This is an optimization exercise on Yosys and OpenROAD, whose aim is small area, not a production implementation.
No functional check of the RTL was part of any run shown here.
Power and IR drop assume default switching activity.

[flow/design.v]
module ecm_fce (
    input  logic        clk,
    input  logic        rst,       
    input  logic        req,
    input  logic        we,
    input  logic [7:0]  addr,
    input  logic [31:0] wdata,
    output logic        ack,
    output logic        err,
    output logic [31:0] rdata
);
    localparam int NM = 25;          
    localparam int NSCAN = 5;        
    localparam logic [4:0] S_DG2   = 5'd16;
    localparam logic [4:0] S_DG0   = 5'd17;
    localparam logic [4:0] S_DG1   = 5'd18;
    localparam logic [4:0] S_DGLEN = 5'd19;
    localparam logic [4:0] S_DG3   = 5'd20;
    localparam logic [4:0] S_LL    = 5'd21;
    localparam logic [4:0] S_BUS   = 5'd22;
    localparam logic [4:0] S_LEN   = 5'd23;
    localparam logic [4:0] S_CAN   = 5'd24;
    logic [NM-1:0][32:0] m;
    logic [63:0][7:0]    lr;
    logic [4:0]  pos;      
    logic [5:0]  lpos;     
    wire  [32:0] H  = m[NM-1];
    wire  [7:0]  LB = lr[63];
    wire         h_data = !pos[4];       
    logic [2:0]  st_err;
    logic [2:0]  st_cause;
    logic [4:0]  st_index;
    typedef enum logic [3:0] {
        T_CLR, T_IDLE, T_DONE,
        T_EWAIT, T_ECHK, T_EWR,
        T_DWAIT, T_DEC,
        T_PLL, T_PWAIT, T_PVAL, T_PCAP, T_PGAP, T_PFIN, T_SWAIT
    } state_t;
    state_t state;
    logic        clr_cmd;      
    logic        cmd_v;        
    logic        cmd_pe;       
    logic        w_go;         
    logic [6:0]  ll;           
    logic [3:0]  lenlo;        
    logic        lenbig;       
    logic [5:0]  ntok;         
    logic [5:0]  tcnt;         
    logic [2:0]  scan;         
    logic        intok;
    logic        capturing;    
    logic        pending;      
    logic [31:0] acc;
    logic        accw;
    logic [4:0]  tslot;        
    wire addr_bad = (addr[1:0] != 2'b00) || (addr >= 8'hC0);
    wire is_line  = addr[7];
    logic       is_main;
    logic [4:0] aslot;
    always_comb begin
        is_main = 1'b1;
        aslot   = {1'b0, addr[6], addr[4:2]};        
        if (addr[6:5] == 2'b11) begin                  
            is_main = !addr[4];
            case (addr[3:2])
                2'd0: aslot = S_DG0;
                2'd1: aslot = S_DG1;
                2'd2: aslot = S_DG2;
                default: aslot = S_DG3;
            endcase
        end else if (addr[6:5] == 2'b00) begin
            case (addr[4:2])
                3'd2: aslot = S_CAN;
                3'd3: aslot = S_BUS;
                3'd4: aslot = S_LEN;
                3'd6: aslot = S_DGLEN;
                3'd7: aslot = S_LL;
                default: is_main = 1'b0;
            endcase
        end
    end
    wire idle      = (state == T_IDLE);
    wire acc_ok    = req && idle && !addr_bad;
    wire main_hit  = acc_ok && !is_line && is_main && (pos == aslot);
    wire main_wr   = main_hit && we;
    wire line_rhit = acc_ok && is_line && !we && (lpos == {addr[5:2], 2'b00});
    wire line_wsel = acc_ok && is_line && we && (lpos[5:2] == addr[5:2]);
    wire line_wr   = line_wsel && (lpos[1:0] == 2'd0 || w_go);
    wire line_wack = line_wr && (lpos[1:0] == 2'd3);
    wire is_wide   = !is_line && (addr[6:2] == 5'h05);
    wire wide_rhit = acc_ok && is_wide && !we && (pos == 5'd0);
    wire wide_wr   = acc_ok && is_wide && we && (pos == 5'd0 || w_go);
    wire wide_wack = wide_wr && (pos == S_CAN);
    wire is_cmd    = !is_line && (addr[6:2] == 5'd0);
    wire imm       = !is_line && !is_main && !is_wide && !(we && is_cmd);
    wire cmd_wr    = acc_ok && we && is_cmd;
    wire cmd_legal = (wdata == 32'h11) || (wdata == 32'h01) || (wdata == 32'h02) ||
                     (wdata == 32'h03) || (wdata == 32'h14) || (wdata == 32'h04) ||
                     (wdata == 32'h0F);
    assign err = req && addr_bad;
    assign ack = req && ((idle && (addr_bad || imm || main_hit || line_rhit || line_wack ||
                                   wide_rhit || wide_wack || (cmd_wr && !cmd_legal)))
                         || state == T_DONE);
    logic [17:0] wide_rd;
    always_comb begin
        wide_rd[0] = m[0][32];
        wide_rd[1] = m[2][32];
        for (int i = 0; i < 16; i++)
            wide_rd[2+i] = m[NM-1-i][32];
    end
    always_comb begin
        if (is_line)
            rdata = {lr[60], lr[61], lr[62], lr[63]};
        else if (is_main)
            rdata = H[31:0];
        else begin
            case (addr[6:2])
                5'h01:   rdata = {11'd0, st_index, 8'h00, 1'b0, st_cause, 1'b0, st_err};
                5'h05:   rdata = {14'd0, wide_rd};
                5'h1C:   rdata = 32'd64;
                default: rdata = 32'd0;
            endcase
        end
    end
    wire       b_in  = ({1'b0, lpos} < ll);
    wire       b_ws  = !b_in || (LB == 8'h20) || (LB >= 8'h09 && LB <= 8'h0D);
    wire [7:0] LBl   = LB | 8'h20;
    wire       b_hex = (LB >= 8'h30 && LB <= 8'h39) || (LBl >= 8'h61 && LBl <= 8'h66);
    wire [3:0] b_hv  = LB[6] ? (LB[3:0] + 4'd9) : LB[3:0];
    wire       last  = (lpos == 6'd63);
    wire scanning  = (state == T_PCAP);
    wire cap_start = scanning && !b_ws && !intok && (tcnt <= 6'd16) &&
                     (3'(tcnt % NSCAN) == scan);
    wire ready     = pending || (capturing && b_ws);
    wire [4:0] tdl = (pos >= tslot) ? pos - tslot : pos + 5'(NM) - tslot;
    wire wr_p0  = ready && (tdl == 5'd0);
    wire wr_p8  = ready && (tdl == 5'd8);
    wire wr_p16 = ready && (tdl == 5'd16);
    wire tok_wr = wr_p0 || wr_p8 || wr_p16;
    wire capph  = (state == T_PCAP) || (state == T_PGAP) || (state == T_PFIN);
    wire pend_n = (pending && !tok_wr) || (capturing && (b_ws ? !tok_wr : last)) ||
                  (cap_start && last);
    wire        e_hi = (pos == S_DG3);
    logic [3:0] e_keep;
    always_comb
        for (int k = 0; k < 4; k++)
            e_keep[k] = lenbig || ({1'b0, e_hi, 2'(k)} < lenlo);
    wire [31:0] e_word = {m[12][7:0] & {8{e_keep[3]}}, m[13][7:0] & {8{e_keep[2]}},
                          m[14][7:0] & {8{e_keep[1]}}, m[15][7:0] & {8{e_keep[0]}}};
    logic [7:0] d_byte;
    always_comb
        case (pos[1:0])
            2'd0: d_byte = m[8][7:0];
            2'd1: d_byte = m[9][15:8];
            2'd2: d_byte = m[10][23:16];
            default: d_byte = m[11][31:24];
        endcase
    wire [3:0] dec_L    = m[3][3:0];                
    wire       dec_f1   = (m[2][31:0] != 32'd16);
    wire       dec_f2   = (dec_L > 4'd8);
    wire       dec_chk  = (state == T_DEC) && (pos == S_BUS);
    wire       dec_fail = dec_chk && (dec_f1 || dec_f2);
    logic [32:0] m0_d;
    always_comb begin
        m0_d = H;
        if (state == T_CLR)
            m0_d = 33'd0;
        else if (main_wr)
            m0_d[31:0] = wdata;
        else if (wide_wr) begin
            if (h_data)            m0_d[32] = wdata[2 + pos[3:0]];
            else if (pos == S_BUS) m0_d[32] = wdata[1];
            else if (pos == S_CAN) m0_d[32] = wdata[0];
        end else if (state == T_EWR) begin
            case (pos)
                S_DG0:         m0_d[31:0] = {m[17][10:0], 21'd0};
                S_DG1:         m0_d[31:0] = {m[20][27:0], m[19][3:0]};
                S_DG2, S_DG3:  m0_d[31:0] = e_word;
                S_DGLEN:       m0_d[31:0] = 32'd16;
                default: ;
            endcase
        end else if (state == T_DEC && !dec_fail) begin
            if (pos == S_BUS)      m0_d = {5'd0, m[3][31:4]};
            else if (pos == S_LEN) m0_d = {H[32], 28'd0, lenlo};
            else if (pos == S_CAN) m0_d = {22'd0, m[6][31:21]};
            else if (h_data) begin
                m0_d = 33'd0;
                if (!pos[3] && {1'b0, pos[2:0]} < lenlo)
                    m0_d[7:0] = d_byte;
            end
        end else if (capph) begin
            if (wr_p0)
                m0_d = {accw, acc};
            else if (pos == S_LEN)
                m0_d[31:0] = {26'd0, ntok - 6'd1};
            else if (h_data && ({1'b0, pos} >= ntok - 6'd1))
                m0_d = 33'd0;
        end
    end
    always_ff @(posedge clk) begin
        for (int i = 1; i < NM; i++)
            m[i] <= m[i-1];
        m[0] <= m0_d;
        if (wr_p8)  m[8]  <= {accw, acc};
        if (wr_p16) m[16] <= {accw, acc};
        for (int i = 1; i < 64; i++)
            lr[i] <= lr[i-1];
        if (state == T_CLR)
            lr[0] <= 8'h00;
        else if (line_wr)
            lr[0] <= wdata[8*lpos[1:0] +: 8];
        else
            lr[0] <= LB;
    end
    logic       e_fail;
    logic [2:0] e_cause;
    always_comb begin
        e_fail  = 1'b0;
        e_cause = 3'd4;
        if (pos == S_CAN) begin
            e_fail  = H[32] || (H[31:11] != 0);
            e_cause = 3'd1;
        end else if (pos == S_BUS) begin
            e_fail  = H[32] || (H[31:28] != 0);
            e_cause = 3'd2;
        end else if (pos == S_LEN) begin
            e_fail  = (H[31:4] != 0);
            e_cause = 3'd3;
        end else if (h_data) begin
            e_fail  = !lenbig && (pos[3:0] < lenlo) && (H[32] || (H[31:8] != 0));
        end
    end
    always_ff @(posedge clk) begin
        pos  <= (pos == 5'(NM-1)) ? 5'd0 : pos + 5'd1;
        lpos <= lpos + 6'd1;
        if (line_wr || wide_wr)
            w_go <= !(line_wack || wide_wack);
        if ((state == T_ECHK || state == T_EWR) && pos == S_LEN) begin
            lenlo  <= H[3:0];
            lenbig <= (H[31:4] != 0);
        end
        case (state)
            T_CLR: begin
                if (last) begin
                    if (clr_cmd) state <= T_DONE;
                    else         state <= T_IDLE;
                end
            end
            T_IDLE: begin
                if (cmd_wr) begin
                    cmd_v   <= wdata[4];
                    cmd_pe  <= (wdata[3:0] == 4'h4);
                    clr_cmd <= 1'b1;
                    st_err   <= 3'd0;
                    st_cause <= 3'd0;
                    st_index <= 5'd0;
                    case (wdata)
                        32'h11, 32'h01: state <= T_EWAIT;
                        32'h02:         state <= T_DWAIT;
                        32'h03, 32'h14, 32'h04: state <= T_PLL;
                        32'h0F:         state <= T_SWAIT;
                        default: st_err <= 3'd4;
                    endcase
                end
            end
            T_DONE:
                state <= T_IDLE;
            T_SWAIT:
                if (last) state <= T_CLR;
            T_EWAIT:
                if (pos == S_LL)
                    state <= cmd_v ? T_ECHK : T_EWR;
            T_ECHK: begin
                if (e_fail && (st_err == 3'd0 || pos == S_CAN)) begin
                    st_err   <= 3'd1;
                    st_cause <= e_cause;
                    st_index <= (e_cause == 3'd4) ? {1'b0, pos[3:0]} : 5'd0;
                end
                if (pos == S_LL)
                    state <= (st_err != 3'd0) ? T_DONE : T_EWR;
            end
            T_EWR:
                if (pos == S_LL)
                    state <= T_DONE;
            T_DWAIT:
                if (pos == S_LL)
                    state <= T_DEC;
            T_DEC: begin
                if (dec_chk) begin
                    lenlo <= dec_L;
                    if (dec_f1) begin
                        st_err <= 3'd3; st_cause <= 3'd1;
                        state  <= T_DONE;
                    end else if (dec_f2) begin
                        st_err <= 3'd3; st_cause <= 3'd2; st_index <= {1'b0, dec_L};
                        state  <= T_DONE;
                    end
                end
                if (pos == S_LL)
                    state <= T_DONE;
            end
            T_PLL:
                if (pos == S_LL) begin
                    ll <= H[6:0];
                    if (H[31:0] > 32'd64) begin
                        st_err <= 3'd2; st_cause <= 3'd3;
                        state  <= T_DONE;
                    end else
                        state <= T_PWAIT;
                end
            T_PWAIT:
                if (last) begin
                    state <= T_PVAL;
                    intok <= 1'b0;
                    tcnt  <= 6'd0;
                end
            T_PVAL: begin
                intok <= !b_ws && !last;
                if (b_ws && intok)
                    tcnt <= tcnt + 6'd1;
                if (!b_ws && !b_hex && st_err == 3'd0) begin
                    st_err <= 3'd2; st_cause <= 3'd2; st_index <= tcnt[4:0];
                end
                if (last) begin
                    ntok  <= tcnt + {5'd0, (b_ws && intok) || !b_ws};
                    tcnt  <= 6'd0;
                    scan  <= 3'd0;
                    if (tcnt == 6'd0 && b_ws && !intok) begin
                        st_err <= 3'd2; st_cause <= 3'd1; st_index <= 5'd0;
                        state  <= T_DONE;
                    end else if (st_err != 3'd0 || !b_hex && !b_ws)
                        state <= T_DONE;
                    else
                        state <= T_PCAP;
                end
            end
            T_PCAP: begin
                intok <= !b_ws && !last;
                if (b_ws && intok)
                    tcnt <= tcnt + 6'd1;
                if (last) begin
                    tcnt <= 6'd0;
                    scan <= scan + 3'd1;
                    if (scan == 3'(NSCAN-1)) state <= T_PFIN;
                    else if (pend_n)         state <= T_PGAP;
                end
            end
            T_PGAP:
                if (last) state <= T_PCAP;
            T_PFIN:
                if (!pend_n)
                    state <= cmd_pe ? T_EWAIT : T_DONE;
            default:
                state <= T_IDLE;
        endcase
        if (cap_start) begin
            acc       <= {28'd0, b_hv};
            accw      <= 1'b0;
            capturing <= !last;
            tslot     <= (tcnt == 6'd0) ? S_CAN : 5'(tcnt - 6'd1);
        end else if (capturing) begin
            if (!b_ws) begin
                acc  <= {acc[27:0], b_hv};
                accw <= accw || (acc[31:28] != 4'd0);
            end
            if (b_ws || last)
                capturing <= 1'b0;
        end
        pending <= capph && pend_n;
        if (rst) begin
            state    <= T_CLR;
            clr_cmd  <= 1'b0;
            pos      <= 5'd0;
            lpos     <= 6'd0;
            w_go     <= 1'b0;
            capturing <= 1'b0;
            pending  <= 1'b0;
            st_err   <= 3'd0;
            st_cause <= 3'd0;
            st_index <= 5'd0;
        end
    end
endmodule
[flow/run.sh]
#!/bin/bash
# synth_recipe.tcl (not shown) runs the flow's synth.tcl, then flattens the netlist and writes it again
# the make line also repeats each setting of config.mk as NAME=value (left out here)
make -C /OpenROAD-flow-scripts/flow DESIGN_CONFIG=/design/flow/config.mk WORK_HOME=/design/flow/orfs CLKGATE_MAP_FILE= SYNTH_SCRIPT=/design/flow/synth_recipe.tcl finish
[flow/config.mk]
export PLATFORM = sky130hd
export DESIGN_NAME = ecm_fce
export DESIGN_NICKNAME = ecm_fce
export VERILOG_FILES = /design/flow/design.v
export SDC_FILE = /design/flow/constraint.sdc
export NUM_CORES = 4
export LEC_CHECK = 0
export CAP_MARGIN = 30
export CORE_MARGIN = 2
export CORE_UTILIZATION = 35
export CTS_BUF_LIST = sky130_fd_sc_hd__clkbuf_4
export SLEW_MARGIN = 40
[flow/constraint.sdc]
create_clock -name core_clock -period 8.0 [get_ports {clk}]
set_input_delay 1.6000 -clock core_clock [delete_from_list [all_inputs] [get_ports {clk}]]
set_output_delay 1.6000 -clock core_clock [all_outputs]
set_load 0.01 [all_outputs]
==> notes.md, run 1 <==
## Logic synthesis
- #FFs+latches synth: 1435
- share of synthesized flip-flops with an asynchronous set or reset: 0
- Synthesis Warnings: 1
- number of enable-type register cells in the synthesized netlist: 35
- Synth Cell Area: 38360 um^2
- mean instance size in the synthesized netlist: 13.45 um^2
- commonest register cell after synthesis: sky130_fd_sc_hd__dfxtp_1
- Seq/Total Area, Yosys: 0.7580
- cell count after synthesis: 2853
- number of different library cells in the post-synthesis netlist: 88
- syn_nets: 2951

## Layout
- Post-Layout Inst Area: 45230 um^2
- Layout Area Growth over Synthesis: 17.92%
- share of layout cells above drive strength 1: 0.2064
- filler instances: 10130
- final std cells w/o fill: 4865
- most common cell after layout, fill and taps aside: sky130_fd_sc_hd__dfxtp_1
- most used cells in the layout excluding fill and tap cells: sky130_fd_sc_hd__dfxtp_1, sky130_fd_sc_hd__clkbuf_4, sky130_fd_sc_hd__nand2_1
- Final nets: 3309

## STA
- unrepaired setup endpoints after global routing: no
- Least-Margin Pin Slew: 0.8680 ns
- worst hold margin: 0.2224 ns
- Relative slew margins: 0.4160
- final total negative setup slack: 0 ns
- hold violation count in the final report: 0
- Final Cycle Share: 0.8766
- highest attainable clock frequency: 142.6 MHz
- final critical-path required period: 7.012 ns
- count of final max-slew check failures: 0
- Worst Skew: 0.1742 ns
- number of failing setup endpoints in the final timing report: 0

## Critical path
- Critical Path Start Type: input pin
- endpoint of the lowest-slack register-to-register path: tslot[3]
- worst setup path category: in2out
- Worst Reg-to-Reg Cells: 21
- R2R setup slack: 1.26 ns
- Worst Path Arrival: 5.41 ns
- Worst EP required: 6.40 ns
- crit path capture: ack
- first element of the critical path: addr[5]
- Max Fanout on Critical Path: 13
- start of the worst register-to-register path: tcnt[4]
- Critical Path Sink Type: primary output

## Floorplanning
- count of standard-cell rows: 121
- Die Outline Area: 112300 um^2
- area inside the core boundary: 108900 um^2
- IO Pins: 78
- Vert. Die Dim: 335.1 um
- starting utilization of the core area: 0.3524
- Die X: 335.1 um

## Drt
- via count: 23540
- DR DRC count: 0
- aggregate routed wire length: 100.2 mm
- Routed Antenna Nets: 0
- DR iter-0 viols: 2408
- number of iterations in the first detailed-routing pass: 7
- Wirelength per Cell: 20.60 um
- detailed-route vias per instance: 4.839

## Pwr
- highest ir drop seen on vdd: 169.6 uV
- static leakage: 0.01811 uW
- power per unit of standard cell area: 311.7 nW/um^2
- Final Total Pwr: 14100 uW

## Clock tree
- clock slew at the register clock pins of the worst setup and hold paths: 0.07 ns
- count of hold-fix buffers inserted at cts: 0
- CTS sink count: 1435
- H-tree Lvls: 5
- TritonCTS clock tree: built
- number of buffers added by the clock tree synthesis step: 346
- CTS resizes: 0
- clock latency on the worst-skew pair: 1.16 ns
- number of post-CTS setup repair buffers: 0
- root buffer cell: sky130_fd_sc_hd__clkbuf_4
- largest buffer count on any clock path: 4

## Place
- buffers added on ports: 77
- number of instances in the placed design: 4276
- weighted congestion at the end of routability-driven global placement: 0.9594
- DPL Wire Length: 68.79 mm
- instance area after placement: 40880 um^2

## Global route
- global-route wire length before repair: 146.9 mm
- via count of the first global-routing pass: 23070
- Global Route Usage Sum: 0.1777
- pin count of the biggest net entering global routing: 73
- remaining global-route overflow: 0
- antenna violations before repair: 18

## Outcome
- run status: timing/DRC/antenna clean

## Hold path
- Hold/Removal Path Class: reg2reg

## Flow run
- max cap viols: 0

power by group:
group          switching [uW]  internal, uW  leakage [uW]
combinational             627           345       0.00391
sequential                161          7240        0.0116
clock                    2590          3130       0.00259
synth_stat cells, drive strengths merged (25+ instances only):
cell type / number / area share
nor2: 136 / 0.013
clkbuf: 97 / 0.0095
o21ai: 109 / 0.014
a221oi: 35 / 0.0084
dfxtp: 1400 / 0.73
ha: 51 / 0.017
nand2: 184 / 0.018
a21oi: 85 / 0.011
nor3: 38 / 0.0050
mux2: 74 / 0.022
nor4: 27 / 0.0046
nand3: 28 / 0.0037
mux2i: 41 / 0.011
o211ai: 25 / 0.0050
inv: 64 / 0.0063
a222oi: 38 / 0.0099
xnor2: 31 / 0.0071
a22oi: 39 / 0.0076
edfxtp: 35 / 0.027
state kept, by name, indices dropped and copies added (netlist names), 3 cells and up:
register and count:
scan 3, tcnt 6, st_err 3, lr 512, acc 32, tslot 5, state 4, pos 5
lenlo 4, ll 7, m 825, ntok 6, st_index 5, lpos 6, st_cause 3
metrics by stage:
step | util | setup WS (ns)
detailed placement | 0.3755 | 1.071
finish | 0.4155 | 0.9875
global placement | 0.3752 | 1.088
CTS | 0.4151 | 1.054
floorplan | - | 2.469
global route | 0.4155 | 0.7452
critical path, stage by stage:
cell,delay [ns]
sky130_fd_sc_hd__clkdlybuf4s50_1,0.63
sky130_fd_sc_hd__or3_1,0.53
sky130_fd_sc_hd__nor2_1,0.12
sky130_fd_sc_hd__buf_4,0.20
sky130_fd_sc_hd__nand2_1,0.14
sky130_fd_sc_hd__or4_1,0.78
sky130_fd_sc_hd__o21ai_0,0.37
sky130_fd_sc_hd__nor4b_1,0.09
sky130_fd_sc_hd__nor3_1,0.15
sky130_fd_sc_hd__a21oi_1,0.07
sky130_fd_sc_hd__nor2_1,0.15
sky130_fd_sc_hd__clkdlybuf4s50_1,0.56
cell type report:
cell class	count	area [um^2]	share of cell area
Sequential cell	1435	29080	0.6429
Clock buffer	526	3949	0.08730
Clock inverter	56	357.8	0.007911
Multi-Input combinational cell	1242	8716	0.1927
Timing Repair Buffer	121	1104	0.02440
Inverter	65	244.0	0.005394
Antenna cell	6	15.01	0.0003319
Tap cell	1414	1769	0.03911
metal layers:
metal  part of all wire  GRT usage
met1               0.45     0.2433
met2               0.42     0.2517
met3              0.093    0.05122
met5            0.00082          0
met4              0.041    0.09598
logic make-up (layout without fill, tap and decap cells):
| family | Yosys count | count (layout) | synth area share |
|---|---|---|---|
| AO/OA/AOI/OAI | 485 | 485 | 0.09074 |
| XOR/XNOR | 43 | 43 | 0.009818 |
| adder cells (fa/ha/maj) | 54 | 54 | 0.01820 |
| buffers and inverters | 176 | 768 | 0.01765 |
| flip-flops | 1435 | 1435 | 0.7580 |
| multiplexers | 128 | 128 | 0.04005 |
| other | 0 | 6 | 0 |
| AND/OR/NAND/NOR | 532 | 532 | 0.06550 |
how the worst min path moves through the flow:
stage	from	to	depth (start not counted)
finish	lr[385]	lr[393]	0
global route	lr[385]	lr[393]	0
CTS	lr[385]	lr[393]	0
detailed placement	lr[151]	lr[159]	0
global placement	m[595]	m[628]	0
floorplan	lr[92]	lr[100]	0
==> run 2: changes to the inputs <==
--- a/flow/config.mk
+++ b/flow/config.mk
@@ -9,3 +9,3 @@
 export CORE_MARGIN = 2
-export CORE_UTILIZATION = 35
+export CORE_UTILIZATION = 60
 export CTS_BUF_LIST = sky130_fd_sc_hd__clkbuf_4
==> run 2 against run 1 <==
Net effect: critical endpoint unchanged; total power increased by 0.13%; still clean; largest power group unchanged; utilization increased by 28 points; highest routed layer unchanged; worst hold slack improved by 0.027 ns; sequential power decreased by 0.7%.
==> notes.md, run 2 <==
## Pwr
- part of the power in combinational logic: 0.074
- relative contribution of sequential cells to total power: 0.521
- Net Sw Power: 3506 uW
- Power Internal: 10610 uW
- power share of the clock group: 0.405
- highest ir drop seen on vdd: 294.7 uV
- proportion of total power due to net switching: 0.2484
- static leakage: 0.01797 uW
- power per unit of standard cell area: 318.9 nW/um^2

## Drt
- aggregate routed wire length: 109.7 mm
- DR iter-0 viols: 2989
- DR DRC count: 0
- uppermost metal layer occupied by signal nets: met5
- met2 wire len: 50.31 mm
- routed length on met1: 44.57 mm
- metal3 WL: 10.09 mm
- via count: 24160
- Routed Antenna Nets: 0
- Wirelength per Cell: 25.74 um
- number of iterations in the first detailed-routing pass: 12
- detailed-route vias per instance: 5.667

## STA
- Worst Skew: 0.1342 ns
- unrepaired setup endpoints after global routing: no
- number of failing setup endpoints in the final timing report: 0
- worst hold margin: 0.2489 ns
- final critical-path required period: 7.169 ns
- final total negative setup slack: 0 ns
- Least-Margin Pin Slew: 0.9358 ns
- highest attainable clock frequency: 139.5 MHz
- hold violation count in the final report: 0
- Final Cycle Share: 0.8962
- count of final max-slew check failures: 0
- Relative slew margins: 0.3761

## Clock tree
- CTS resizes: 0
- number of post-CTS setup repair buffers: 0
- clock latency on the worst-skew pair: 1.15 ns
- CTS sink count: 1435
- TritonCTS clock tree: built
- count of hold-fix buffers inserted at cts: 0
- H-tree Lvls: 5
- root buffer cell: sky130_fd_sc_hd__clkbuf_4
- clock slew at the register clock pins of the worst setup and hold paths: 0.07 ns
- largest buffer count on any clock path: 4
- number of buffers added by the clock tree synthesis step: 335

## Layout
- Largest register FFs: 825
- largest registers ranked by flip-flop count: m: 825 flops, lr: 512 flops, acc: 32 flops
- Final nets: 3297
- most used cells in the layout excluding fill and tap cells: sky130_fd_sc_hd__dfxtp_1, sky130_fd_sc_hd__clkbuf_4, sky130_fd_sc_hd__nand2_1
- utilization after layout: 0.7004
- register with the highest flop count: m
- Layout Area Growth over Synthesis: 15.40%
- share of layout cells above drive strength 1: 0.1974
- most common cell after layout, fill and taps aside: sky130_fd_sc_hd__dfxtp_1

## Logic synthesis
- simple-gate share of the synthesized area: 0.06550
- Synth area leader: sky130_fd_sc_hd__dfxtp_1
- number of different library cells in the post-synthesis netlist: 88
- most frequent cell after synthesis: sky130_fd_sc_hd__dfxtp_1
- Seq/Total Area, Yosys: 0.7580
- number of enable-type register cells in the synthesized netlist: 35
- #FFs+latches synth: 1435
- xor/xnor share of the synthesized area: 0.009818
- cell count after synthesis: 2853
- syn_nets: 2951
- Synth Cell Area: 38360 um^2
- adder-cell share of the synthesized area: 0.01820
- commonest register cell after synthesis: sky130_fd_sc_hd__dfxtp_1
- mean instance size in the synthesized netlist: 13.45 um^2
- proportion of synthesized area in mux cells: 0.04005
- Post-synth top cells: sky130_fd_sc_hd__dfxtp_1, sky130_fd_sc_hd__nand2_1, sky130_fd_sc_hd__nor2_1
- largest family of logic cells by synthesized area: compound AO/OA/AOI/OAI gates
- cells taking the most area after synthesis: sky130_fd_sc_hd__dfxtp_1, sky130_fd_sc_hd__edfxtp_1, sky130_fd_sc_hd__mux2_2
- share of synthesized flip-flops with an asynchronous set or reset: 0
- Synthesis Warnings: 1
- Yosys top cell area share: 0.7306
- complex-gate fraction of the synthesized area: 0.09074

## Floorplanning
- Vert. Die Dim: 256.9 um
- starting utilization of the core area: 0.6070
- count of standard-cell rows: 92
- Die X: 256.9 um
- area inside the core boundary: 63200 um^2
- IO Pins: 78
- Die Outline Area: 65970 um^2

## Critical path
- Worst Path Arrival: 5.57 ns
- Worst EP required: 6.40 ns
- Critical Path Start Type: input pin
- Critical Path Sink Type: primary output
- Max Fanout on Critical Path: 13
- worst setup path category: in2out

## Place
- DPL Wire Length: 71.42 mm
- weighted congestion at the end of routability-driven global placement: 0.9494
- buffers added on ports: 77

## Global route
- global-route wire length before repair: 160.7 mm
- Global Route Usage Sum: 0.3334
- pin count of the biggest net entering global routing: 73
- via count of the first global-routing pass: 25240
- remaining global-route overflow: 0
- antenna violations before repair: 13

## Hold path
- Hold/Removal Path Class: reg2reg

## Outcome
- run status: timing/DRC/antenna clean

## Flow run
- max cap viols: 0

==> run 2: per-layer routing <==
layer / up-vias / GRT usage
li1: 10810 / -
met1: 11710 / 0.4348
met2: 1329 / 0.5203
met3: 314 / 0.08422
met4: 4 / 0.1655
met5: - / 0
==> run 2: kinds of logic (layout without fill, tap and decap cells) <==
logic type      Yosys count  after routing
buf+inv                 176            732
mux                     128            128
xor+xnor                 43             43
compound gates          485            485
other cells               0              9
flops                  1435           1435
simple gates            532            532
fa+ha+maj                54             54
==> run 2: stage by stage <==
step	power (uW)	cells	worst slack [ns]	cell area, um^2
2_1_floorplan	8046	2853	2.469	38360
3_3_place_gp	8518	3707	0.8579	40110
3_5_place_dp	8516	3707	0.8552	40130
4_1_cts	14190	4254	0.8426	44230
5_1_grt	14640	4258	0.5569	44250
6_report	14120	4264	0.8305	44270
==> run 2: power by group through the flow <==
stage,Clock [uW],Sequential (uW),Combinational [uW]
after global routing,6180,7350,1110
after global placement,0,7510,1010
after CTS,5830,7340,1010
final,5720,7350,1050
after floorplan,0,7440,605
after detailed placement,0,7510,1010
==> run 2: final timing paths <==
| kind | from | cells past startpoint | slack, ns | end |
|---|---|---|---|---|
| max reg2reg | tcnt[3] | 23 | 1.45 | tslot[4] |
| min | lr[368] | 0 | 0.25 | lr[376] |
| min reg2reg | lr[368] | 0 | 0.25 | lr[376] |
| max | addr[5] | 11 | 0.83 | ack |
==> run 2: cell type report <==
class                   instances  area (um^2)
flip-flops and latches       1435        29080
fillers                      4100        18930
multi-input cells            1242         8691
clock buffers                 485         3641
repair buffers                120         1076
well taps                     846         1059
clock inverters                62        454.2
inverters                      65        244.0
diodes                          9        22.52
==> run 2: worst max-delay path, cell delays in order <==
cell,delay [ns]
sky130_fd_sc_hd__clkdlybuf4s50_1,0.66
sky130_fd_sc_hd__or3_1,0.55
sky130_fd_sc_hd__nor2_1,0.48
sky130_fd_sc_hd__nand2_1,0.22
sky130_fd_sc_hd__or4_1,0.70
sky130_fd_sc_hd__o21ai_0,0.32
sky130_fd_sc_hd__nor4b_1,0.12
sky130_fd_sc_hd__nor3_1,0.19
sky130_fd_sc_hd__a21oi_1,0.07
sky130_fd_sc_hd__nor2_1,0.11
sky130_fd_sc_hd__clkdlybuf4s50_1,0.54

-- re-timing with driven ports --
No port has a modelled driver above. Below, the same layouts with a new extraction and two added sets of constraints.
Step 1 (the two cells are an assumption about what drives the block):
set clk [get_ports {clk}]
set_driving_cell -lib_cell sky130_fd_sc_hd__clkbuf_16 $clk
set_driving_cell -lib_cell sky130_fd_sc_hd__buf_2 [delete_from_list [all_inputs] $clk]
Step 2 moves the port delays by t, midway between the first and last clock arrival at a register: inputs arrive t later, outputs are due t later. That takes back most of the time a late clock gives input paths.
Three values: no drivers, after step 1, after step 2; two values: the first two.
| run | t, ns | slack for setup (ns) | hold slack, ns | clock arrival spread, ns |
|---|---|---|---|---|
| run 1 | 1.136 | 0.988 / 0.956 / 0.956 | 0.222 / 0.222 / 0.222 | 0.176 / 0.176 |
| run 2 | 1.142 | 0.831 / 0.805 / 0.805 | 0.249 / 0.249 / 0.249 | 0.139 / 0.139 |
After both steps setup and hold are still met in every run listed. The setup slack of run 1, which loses most, moves by -0.032 ns with the drivers and by -0.032 ns with both steps.
